Background: an optimization exercise with open tools, aiming at small area. Do not read the settings as production practice. The RTL of this run was laid out without a check of its function. Power figures rest on the tool's default switching activity, not on a simulated workload.

`design/flow/design.v`:
```
module tkb_mapper (
    input  wire [7:0]  b,
    input  wire [15:0] pw_rev,
    input  wire [15:0] pw_neutral,
    input  wire [15:0] pw_fwd,
    output wire [15:0] width
);
    wire        neg  = b[7];
    wire [7:0]  negb = 8'd0 - b;
    wire [6:0]  mag  = !neg ? b[6:0] : ((b == 8'h80) ? 7'd127 : negb[6:0]);
    wire [15:0] span = neg ? (pw_neutral - pw_rev) : (pw_fwd - pw_neutral);
    wire [22:0] prod = span * mag;
    wire [22:0] quo  = prod / 23'd127;
    assign width = neg ? (pw_neutral - quo[15:0]) : (pw_neutral + quo[15:0]);
endmodule
module tkb_core (
    input  wire         clk,
    input  wire         rst,
    input  wire [31:0]  now,
    input  wire         rx_valid,
    output wire         rx_ready,
    input  wire [31:0]  rx_id,
    input  wire [3:0]   rx_len,
    input  wire [63:0]  rx_data,
    input  wire         hall_valid,
    output wire         hall_ready,
    input  wire [2:0]   hall_raw,
    input  wire         wd_tick_valid,
    output wire         wd_tick_ready,
    input  wire         st_tick_valid,
    output wire         st_tick_ready,
    output wire         tx_valid,
    input  wire         tx_ready,
    output wire [31:0]  tx_id,
    output wire [3:0]   tx_len,
    output wire [63:0]  tx_data,
    input  wire         tx_ok,
    output wire         pwm_set_valid,
    input  wire         pwm_set_ready,
    output wire [2:0]   pwm_set_ch,
    output wire [15:0]  pwm_set_width,
    input  wire         pwm_set_ok,
    output wire [127:0] pw_out,
    output reg          pwm_en,
    output reg          thr_pwr,
    output reg          main_pwr,
    output wire [1:0]   ks_out,
    output wire [2:0]   hall_level,
    output reg  [7:0]   diag_cr,
    output reg  [7:0]   diag_hs,
    output reg  [7:0]   diag_ua,
    output reg          last_ok,
    output wire         busy,
    input  wire [63:0]  cfg_pw_rev,
    input  wire [63:0]  cfg_pw_neutral,
    input  wire [63:0]  cfg_pw_fwd,
    input  wire [2:0]   cfg_act_low,
    input  wire [31:0]  cfg_wd_timeout,
    input  wire [31:0]  cfg_hk_delay,
    input  wire [31:0]  cfg_cmd_id,
    input  wire [31:0]  cfg_status_id
);
    localparam [1:0] KS_HARD = 2'b00, KS_SOFT = 2'b01, KS_RUN = 2'b10;
    localparam [1:0] SRC_HALL = 2'd0, SRC_RX = 2'd1, SRC_WD = 2'd2, SRC_ST = 2'd3;
    localparam [2:0] S_IDLE     = 3'd0,
                     S_DISPATCH = 3'd1,
                     S_STOP     = 3'd2,
                     S_TX       = 3'd3,
                     S_DELAY    = 3'd4,
                     S_THRUST   = 3'd5;
    localparam [1:0] SEQ_HK = 2'd0, SEQ_SK = 2'd1, SEQ_HU = 2'd2;
    localparam [1:0] TX_KRSA = 2'd0, TX_KRHA = 2'd1, TX_KRSU = 2'd2;
    reg  [1:0]  ks;
    reg  [15:0] pw [0:7];
    reg  [2:0]  hall_last;        
    reg  [31:0] wd_last;
    reg  [1:0]  q0, q1, q2, q3;
    reg  [2:0]  q_cnt;
    reg  [3:0]  queued;
    reg  [31:0] t_rx, t_wd;
    reg         busy_r;
    wire [3:0]  src_valid = {st_tick_valid, wd_tick_valid, rx_valid, hall_valid};
    wire        take      = !busy_r && (q_cnt != 3'd0);
    wire [3:0]  ready_v   = take ? (4'b0001 << q0) : 4'b0000;
    wire        accept    = |(ready_v & src_valid);
    assign hall_ready    = ready_v[SRC_HALL];
    assign rx_ready      = ready_v[SRC_RX];
    assign wd_tick_ready = ready_v[SRC_WD];
    assign st_tick_ready = ready_v[SRC_ST];
    assign busy          = busy_r;
    reg  [1:0]  nq [0:3];
    reg  [2:0]  n_cnt;
    reg  [3:0]  n_queued;
    reg  [31:0] n_t_rx, n_t_wd;
    integer     i;
    always @(*) begin
        nq[0]    = q0;
        nq[1]    = q1;
        nq[2]    = q2;
        nq[3]    = q3;
        n_cnt    = q_cnt;
        n_queued = queued;
        n_t_rx   = t_rx;
        n_t_wd   = t_wd;
        if (accept) begin
            nq[0] = q1;
            nq[1] = q2;
            nq[2] = q3;
            nq[3] = 2'd0;
            n_cnt = q_cnt - 3'd1;
            n_queued[q0] = 1'b0;
        end
        for (i = 0; i < 4; i = i + 1) begin
            if (src_valid[i] && !queued[i]) begin
                nq[n_cnt[1:0]] = i[1:0];
                n_cnt          = n_cnt + 3'd1;
                n_queued[i]    = 1'b1;
                if (i == 1) n_t_rx = now;
                if (i == 2) n_t_wd = now;
            end
        end
    end
    always @(posedge clk) begin
        if (rst) begin
            q0     <= 2'd0;
            q1     <= 2'd0;
            q2     <= 2'd0;
            q3     <= 2'd0;
            q_cnt  <= 3'd0;
            queued <= 4'd0;
            t_rx   <= 32'd0;
            t_wd   <= 32'd0;
        end else begin
            q0     <= nq[0];
            q1     <= nq[1];
            q2     <= nq[2];
            q3     <= nq[3];
            q_cnt  <= n_cnt;
            queued <= n_queued;
            t_rx   <= n_t_rx;
            t_wd   <= n_t_wd;
        end
    end
    localparam [39:0] LIT_KCHA = 40'h00_41_48_43_4B;
    localparam [39:0] LIT_KCSA = 40'h00_41_53_43_4B;
    localparam [39:0] LIT_KCHU = 40'h00_55_48_43_4B;
    localparam [39:0] LIT_KCSU = 40'h00_55_53_43_4B;
    wire        rx_id_ok = (rx_id == cfg_cmd_id);
    wire        rx_len5  = (rx_len == 4'd5);
    wire        rx_kcha  = rx_id_ok && rx_len5 && (rx_data[39:0] == LIT_KCHA);
    wire        rx_kcsa  = rx_id_ok && rx_len5 && (rx_data[39:0] == LIT_KCSA);
    wire        rx_kchu  = rx_id_ok && rx_len5 && (rx_data[39:0] == LIT_KCHU);
    wire        rx_kcsu  = rx_id_ok && rx_len5 && (rx_data[39:0] == LIT_KCSU);
    wire        rx_thr_h = rx_id_ok && (rx_len == 4'd8) && (rx_data[7:0] == 8'h48);
    wire        rx_thr_v = rx_id_ok && (rx_len == 4'd8) && (rx_data[7:0] == 8'h56);
    wire        rx_thr   = rx_thr_h || rx_thr_v;
    wire        rx_cmd   = rx_kcha || rx_kcsa || rx_kchu || rx_kcsu || rx_thr;
    wire [2:0]  hall_cur     = hall_raw ^ cfg_act_low;
    wire        hall_removed = hall_last[2] && !hall_cur[2];
    wire [31:0] wd_elapsed = t_wd - wd_last;
    wire        wd_timeout = wd_elapsed > cfg_wd_timeout;
    reg  [31:0] speed;           
    reg         fmt_v;           
    wire [15:0] lane_w [0:7];
    genvar g;
    generate
        for (g = 0; g < 8; g = g + 1) begin : lane
            localparam integer GEN = g / 2;
            localparam integer SEL = (g / 4) * 2 + (g % 2);
            tkb_mapper u_map (
                .b          (speed[8*SEL +: 8]),
                .pw_rev     (cfg_pw_rev[16*GEN +: 16]),
                .pw_neutral (cfg_pw_neutral[16*GEN +: 16]),
                .pw_fwd     (cfg_pw_fwd[16*GEN +: 16]),
                .width      (lane_w[g])
            );
        end
    endgenerate
    reg  [2:0]  st;
    reg  [1:0]  seq;
    reg  [1:0]  tx_sel;
    reg  [2:0]  ch;
    reg  [1:0]  idx;
    reg  [31:0] t_start;
    reg         ok_acc;
    reg         p_hk, p_sk1, p_sk2, p_hu, p_su, p_thr;
    wire [2:0]  thr_ch = {idx[1], fmt_v, idx[0]};
    assign pwm_set_valid = (st == S_STOP) || (st == S_THRUST);
    assign pwm_set_ch    = (st == S_THRUST) ? thr_ch : ch;
    assign pwm_set_width = (st == S_THRUST) ? lane_w[thr_ch]
                                            : cfg_pw_neutral[16*ch[2:1] +: 16];
    wire   pwm_xfer      = pwm_set_valid && pwm_set_ready;
    assign tx_valid = (st == S_TX);
    assign tx_id    = cfg_status_id;
    assign tx_len   = 4'd5;
    assign tx_data  = (tx_sel == TX_KRHA) ? 64'h00000000_4148524B :
                      (tx_sel == TX_KRSU) ? 64'h00000000_5553524B :
                                            64'h00000000_4153524B;
    wire   tx_xfer  = tx_valid && tx_ready;
    always @(posedge clk) begin
        if (rst) begin
            ks        <= KS_HARD;
            pw[0]     <= cfg_pw_neutral[15:0];
            pw[1]     <= cfg_pw_neutral[15:0];
            pw[2]     <= cfg_pw_neutral[31:16];
            pw[3]     <= cfg_pw_neutral[31:16];
            pw[4]     <= cfg_pw_neutral[47:32];
            pw[5]     <= cfg_pw_neutral[47:32];
            pw[6]     <= cfg_pw_neutral[63:48];
            pw[7]     <= cfg_pw_neutral[63:48];
            pwm_en    <= 1'b0;
            thr_pwr   <= 1'b0;
            main_pwr  <= 1'b0;
            last_ok   <= 1'b1;
            hall_last <= 3'b000;
            wd_last   <= 32'd0;
            diag_cr   <= 8'd0;
            diag_hs   <= 8'd0;
            diag_ua   <= 8'd0;
            busy_r    <= 1'b0;
            st        <= S_IDLE;
            seq       <= SEQ_HK;
            tx_sel    <= TX_KRSA;
            ch        <= 3'd0;
            idx       <= 2'd0;
            t_start   <= 32'd0;
            ok_acc    <= 1'b1;
            speed     <= 32'd0;
            fmt_v     <= 1'b0;
            p_hk      <= 1'b0;
            p_sk1     <= 1'b0;
            p_sk2     <= 1'b0;
            p_hu      <= 1'b0;
            p_su      <= 1'b0;
            p_thr     <= 1'b0;
        end else begin
            case (st)
                S_IDLE: begin
                    if (accept) begin
                        busy_r <= 1'b1;
                        ok_acc <= 1'b1;
                        st     <= S_DISPATCH;
                        case (q0)
                            SRC_HALL: begin
                                hall_last <= hall_cur;
                                p_hk      <= hall_removed;
                                p_sk1     <= hall_cur[0];
                                p_sk2     <= !hall_cur[1];
                            end
                            SRC_RX: begin
                                if (rx_cmd) wd_last <= t_rx;
                                if (rx_thr) begin
                                    diag_cr <= rx_data[47:40];
                                    diag_hs <= rx_data[55:48];
                                    diag_ua <= rx_data[63:56];
                                    speed   <= rx_data[39:8];
                                    fmt_v   <= rx_thr_v;
                                end
                                p_hk  <= rx_kcha;
                                p_sk1 <= rx_kcsa;
                                p_hu  <= rx_kchu;
                                p_su  <= rx_kcsu;
                                p_thr <= rx_thr;
                            end
                            SRC_WD: begin
                                p_sk1 <= wd_timeout;
                            end
                            default: ;    
                        endcase
                    end
                end
                S_DISPATCH: begin
                    if (p_hk) begin
                        p_hk <= 1'b0;
                        seq  <= SEQ_HK;
                        ch   <= 3'd0;
                        st   <= S_STOP;
                    end else if (p_sk1) begin
                        p_sk1 <= 1'b0;
                        if (ks == KS_RUN) begin
                            seq <= SEQ_SK;
                            ch  <= 3'd0;
                            st  <= S_STOP;
                        end
                    end else if (p_sk2) begin
                        p_sk2 <= 1'b0;
                        if (ks == KS_RUN) begin
                            seq <= SEQ_SK;
                            ch  <= 3'd0;
                            st  <= S_STOP;
                        end
                    end else if (p_hu) begin
                        p_hu <= 1'b0;
                        if (ks == KS_HARD) begin
                            main_pwr <= 1'b1;
                            thr_pwr  <= 1'b1;
                            seq      <= SEQ_HU;
                            ch       <= 3'd0;
                            st       <= S_STOP;
                        end
                    end else if (p_su) begin
                        p_su <= 1'b0;
                        if (ks == KS_SOFT && hall_last[1] && hall_last[2]) begin
                            pwm_en <= 1'b1;
                            tx_sel <= TX_KRSU;
                            st     <= S_TX;
                        end
                    end else if (p_thr) begin
                        p_thr <= 1'b0;
                        if (ks == KS_RUN) begin
                            idx <= 2'd0;
                            st  <= S_THRUST;
                        end
                    end else begin
                        last_ok <= ok_acc;
                        busy_r  <= 1'b0;
                        st      <= S_IDLE;
                    end
                end
                S_STOP: begin
                    if (pwm_xfer) begin
                        pw[ch] <= pwm_set_width;
                        ok_acc <= ok_acc && pwm_set_ok;
                        if (ch == 3'd7) begin
                            if (seq == SEQ_HU) begin
                                pwm_en <= 1'b1;
                                ks     <= KS_RUN;
                                st     <= S_DISPATCH;
                            end else begin
                                pwm_en  <= 1'b0;
                                thr_pwr <= 1'b0;
                                tx_sel  <= TX_KRSA;
                                st      <= S_TX;
                            end
                        end else begin
                            ch <= ch + 3'd1;
                        end
                    end
                end
                S_TX: begin
                    if (tx_xfer) begin
                        ok_acc <= ok_acc && tx_ok;
                        case (tx_sel)
                            TX_KRSA: begin
                                if (seq == SEQ_HK) begin
                                    t_start <= now;
                                    st      <= S_DELAY;
                                end else begin
                                    ks <= KS_SOFT;
                                    st <= S_DISPATCH;
                                end
                            end
                            TX_KRHA: begin
                                ks <= KS_HARD;
                                st <= S_DISPATCH;
                            end
                            default: begin
                                ks <= KS_RUN;
                                st <= S_DISPATCH;
                            end
                        endcase
                    end
                end
                S_DELAY: begin
                    if ((now - t_start) >= cfg_hk_delay) begin
                        main_pwr <= 1'b0;
                        tx_sel   <= TX_KRHA;
                        st       <= S_TX;
                    end
                end
                S_THRUST: begin
                    if (pwm_xfer) begin
                        pw[thr_ch] <= pwm_set_width;
                        ok_acc     <= ok_acc && pwm_set_ok;
                        if (idx == 2'd3) st <= S_DISPATCH;
                        else             idx <= idx + 2'd1;
                    end
                end
                default: st <= S_IDLE;
            endcase
        end
    end
    assign pw_out     = {pw[7], pw[6], pw[5], pw[4], pw[3], pw[2], pw[1], pw[0]};
    assign ks_out     = ks;
    assign hall_level = hall_last;
endmodule
```
`design/flow/run.sh`:
```
#!/bin/bash
# synth_recipe.tcl (not shown) runs the flow's synth.tcl, then flattens the netlist and writes it again
# the make line also repeats each setting of config.mk as NAME=value (left out here)
make -C /OpenROAD-flow-scripts/flow DESIGN_CONFIG=/design/flow/config.mk WORK_HOME=/design/flow/orfs CLKGATE_MAP_FILE= SYNTH_SCRIPT=/design/flow/synth_recipe.tcl finish
```
`design/flow/config.mk`:
```
export PLATFORM = sky130hd
export DESIGN_NAME = tkb_core
export DESIGN_NICKNAME = tkb_core
export VERILOG_FILES = /design/flow/design.v
export SDC_FILE = /design/flow/constraint.sdc
export NUM_CORES = 4
export LEC_CHECK = 0
export CAP_MARGIN = 20
export CORE_MARGIN = 2
export CORE_UTILIZATION = 40
export PLACE_DENSITY = 0.6
export SLEW_MARGIN = 20
```
`design/flow/constraint.sdc`:
```
create_clock -name core_clock -period 80.0 [get_ports {clk}]
set_input_delay 16.0000 -clock core_clock [delete_from_list [all_inputs] [get_ports {clk}]]
set_output_delay 16.0000 -clock core_clock [all_outputs]
set_load 0.01 [all_outputs]
```
==> notes.md <==
## stage by stage
stage               std cells  area, µm²  worst slack (ns)  utilization [%]  power (mW)
floorplan               12500      92400             26.18                -       0.384
global placement        15700     101000             20.95             44.0       0.510
detailed placement      15700     101000             21.12             44.0       0.514
CTS                     15800     103000             21.06             44.7       0.746
global route            15800     103000             18.46             44.7       0.781
finish                  15800     103000             20.59             44.7       0.746
## layout make-up
| cell class | count | area, µm² | share of cell area (%) |
|---|---|---|---|
| well taps | 3026 | 3790 | 3.69 |
| clock inverters | 27 | 310 | 0.302 |
| clock buffers | 60 | 1300 | 1.26 |
| multi-input cells | 10700 | 78300 | 76.2 |
| flip-flops and latches | 357 | 8440 | 8.22 |
| repair buffers | 746 | 7200 | 7.01 |
| inverters | 886 | 3330 | 3.24 |
| diodes | 15 | 37.5 | 0.0365 |
## sequential cells by signal, summed over array words and instances, names as in the netlist, 2 cells and up
| register | count |
|---|---|
| ch | 3 |
| diag_cr | 8 |
| diag_hs | 8 |
| diag_ua | 8 |
| hall_last | 3 |
| idx | 2 |
| ks | 2 |
| pw | 128 |
| q0 | 2 |
| q1 | 2 |
| q2 | 2 |
| q3 | 2 |
| q_cnt | 3 |
| queued | 4 |
| seq | 2 |
| speed | 32 |
| st | 3 |
| t_rx | 32 |
| t_start | 32 |
| t_wd | 32 |
| tx_sel | 2 |
| wd_last | 32 |
## layer usage
| layer | global-route usage, % | vias to the layer above | wire length, µm |
|---|---|---|---|
| li1 | - | 45200 | - |
| met1 | 38.0 | 46900 | 153000 |
| met2 | 50.0 | 3797 | 169000 |
| met3 | 4.56 | 750 | 24600 |
| met4 | 20.5 | 14 | 29100 |
| met5 | 0 | - | 99 |
## kinds of logic (layout without fill, tap and decap cells)
| logic type | Yosys count | count (layout) | share of synthesized area, % |
|---|---|---|---|
| AO/OA/AOI/OAI | 3531 | 3531 | 26.3 |
| XOR/XNOR | 750 | 750 | 7.29 |
| adder cells (fa/ha/maj) | 1258 | 1258 | 21.6 |
| buffers and inverters | 1429 | 1719 | 6.36 |
| flip-flops | 357 | 357 | 9.14 |
| multiplexers | 323 | 323 | 3.92 |
| other | 2 | 77 | 0.00814 |
| AND/OR/NAND/NOR | 4771 | 4771 | 25.3 |
## report_power, final
| part | switching, mW | total, mW | internal (mW) |
|---|---|---|---|
| Sequential | 0.00862 | 0.210 | 0.201 |
| Clock | 0.103 | 0.229 | 0.127 |
| Combinational | 0.192 | 0.307 | 0.115 |
## worst max path at each step
stage	endpoint	slack [ns]	from	depth (start not counted)
global route	pwm_set_width[15]	18.46	cfg_pw_neutral[33]	106
floorplan	pwm_set_width[15]	26.18	cfg_pw_neutral[33]	104
detailed placement	pwm_set_width[15]	21.12	cfg_pw_neutral[33]	102
CTS	pwm_set_width[15]	21.06	cfg_pw_neutral[33]	102
finish	pwm_set_width[15]	20.59	cfg_pw_neutral[33]	107
global placement	pwm_set_width[15]	20.95	cfg_pw_neutral[33]	105
## synth_stat cells (all sizes together), types with 41 or more instances
master   instances  area (µm²)
and4            50         438
xor2           341        3020
nor3           338        1830
nand4          127         801
or4             44         345
a22oi           41         328
buf            213        1300
o21a           121         910
edfxtp         128        3840
xnor2          401        3520
nor4           108         791
a211oi         160        1320
nor2b           95         594
clkbuf         330        1240
a21oi          988        4980
and2           220        1380
ha             681        8520
o211ai         160        1250
dfxtp          229        4580
and3           144         906
mux2            76         856
a41oi           44         423
a2111oi         48         569
o22ai           52         350
o211a           62         621
o2111ai         68         627
o31a            57         499
a21o           268        2010
a211o           54         473
o21bai          45         345
a21boi          55         413
a31oi          150         951
or2            245        1540
or3            102         653
nand3          302        1520
fa             566       11300
nor2          1523        5730
inv            885        3320
nand2b         188        1180
o21ai          637        3210
mux2i          225        2260
o31ai           84         674
nand2         1125        4230
a31o            42         368
## critical path, delay by kind of cell
family	cells	cell delay, ns
compound gates	52	12.78
simple gates	35	7.98
buf+inv	6	2.21
mux	1	0.34
fa+ha+maj	9	3.20
xor+xnor	4	0.89
==> flow_summary.toml <==
[outcome]
status = "finished clean"

[detailed_routing]
firstDrtPassIters = 6
ant_nets = 0
routed_wl_mm = 376
drc = 0
dr.first_iter.drc_count = 8041
num_vias = 96700
wl_per_cell_um = 23.8
viasPerCell = 6.12

[clock_tree]
root_buffer = "clkbuf_16"
clockBufferDepth = 3
cts_buffers = 47
cts_tree = "built"
ctsHoldBuffers = 0
clk_pin_slew_ns = 0.06
clk_latency_ns = 0.72
ctsResizeCount = 0
clock-sinks = 357
cts_setup_buffers = 0
cts_max_level = 2

[yosys]
synthesis.area_mm2 = 0.0922
seq_area_frac_synth_pct = 9.14
synth_edf_count = 128
yosys_warnings = 3
synthFlopType = "dfxtp_1"
ys_ff_latch = 357
postSynthAreaPerCell_um2 = 7.42
synthCells = 12400
ys_async_sr_fraction_pct = 0
post_synth_num_cell_types = 149

[power]
power_density_mw_per_mm2 = 7.26
leakage_nw = 42.7
peakVddDrop_v = 0.0000149

[floorplanning]
initial_core_util_pct = 40.1
rows = 176
core_mm2 = 0.230
design.die.area_mm2 = 0.234
die_w_um = 484
io_pins = 755
dieHeight_um = 484

[critical_path]
reg2reg_slack_ns = 54.32
critPathArrivalTime_ns = 43.41
slowest_stage = "nor4_2"
worstSetupPathType = "in -> out"
critPathMaxStageDelay_ns = 0.82
cp-start-kind = "primary input"
r2r-start = "speed[15]$_SDFFE_PP0P_"
required_ns = 64.00
path_common_cell = "a21o_1"
r2r_cells = 88
crit_path_end_kind = "output port"
cp_max_fo = 14
crit-reg2reg-capture = "pw[1][15]$_DFFE_PP_"

[finish]
num-fill-cells = 23100
final_common_cell = "nor2_1"
layout_common_cells = "1516 x nor2_1, 1122 x nand2_1, 975 x a21oi_1"
layout-drive-gt1-share_pct = 6.44
syn2layout_area_growth_pct = 11.4
fin_nets = 14400

[hold_path]
hold_class = "reg -> reg"
min_path_cells = 2
min-delay-start = "diag_cr[4]$_SDFFE_PP0P_"
hold_end = "diag_cr[4]$_SDFFE_PP0P_"

[timing]
finalCritPeriodShare_pct = 74.3
holdWs_ns = 0.453
setup_viol = 0
worst_pin_slew_ns = 1.19
fmax_mhz = 16.8
hold_viol = 0
period_minus_slack_ns = 59.41
slew_headroom_pct = 20.1
clock_skew_ns = 0.0810
setup_tns_ns = 0
rsz0062_at_grt = "false"
maxSlewViolCount = 0

[global_routing]
grt_pass1_wl_mm = 569
grt_max_degree = 85
antenna_found_initial = 18
grt_util_all_layers_pct = 30.8
grt-ovfl-total = 0
grt_pass1_vias = 93600

[run]
cap_violations = 0

[placed_design]
dpl.hpwl_mm = 312
io_buffers = 628
place_congestion = 0.987

[afterwards: timing with drivers on the ports]
No port has a modelled driver above. Below, the same layout with a new extraction and two added sets of constraints.
Step 1 assumes that a clkbuf_16 drives the clock port and a buf_2 every other input.
Step 2 moves the port delays by t, midway between the first and last clock arrival at a register: inputs arrive t later, outputs are due t later. That takes back most of the time a late clock gives input paths.
a / b / c = ideal ports / drivers / drivers and shift; a / b = the first two.
t (ns): 0.766
setup WS [ns]: 20.592 / 20.567 / 20.567
worst slew at a driven data input, ns: 0.20
After both steps setup and hold are still met in this run. For this run, drivers alone change the setup slack by -0.025 ns; drivers and shift together by -0.025 ns.
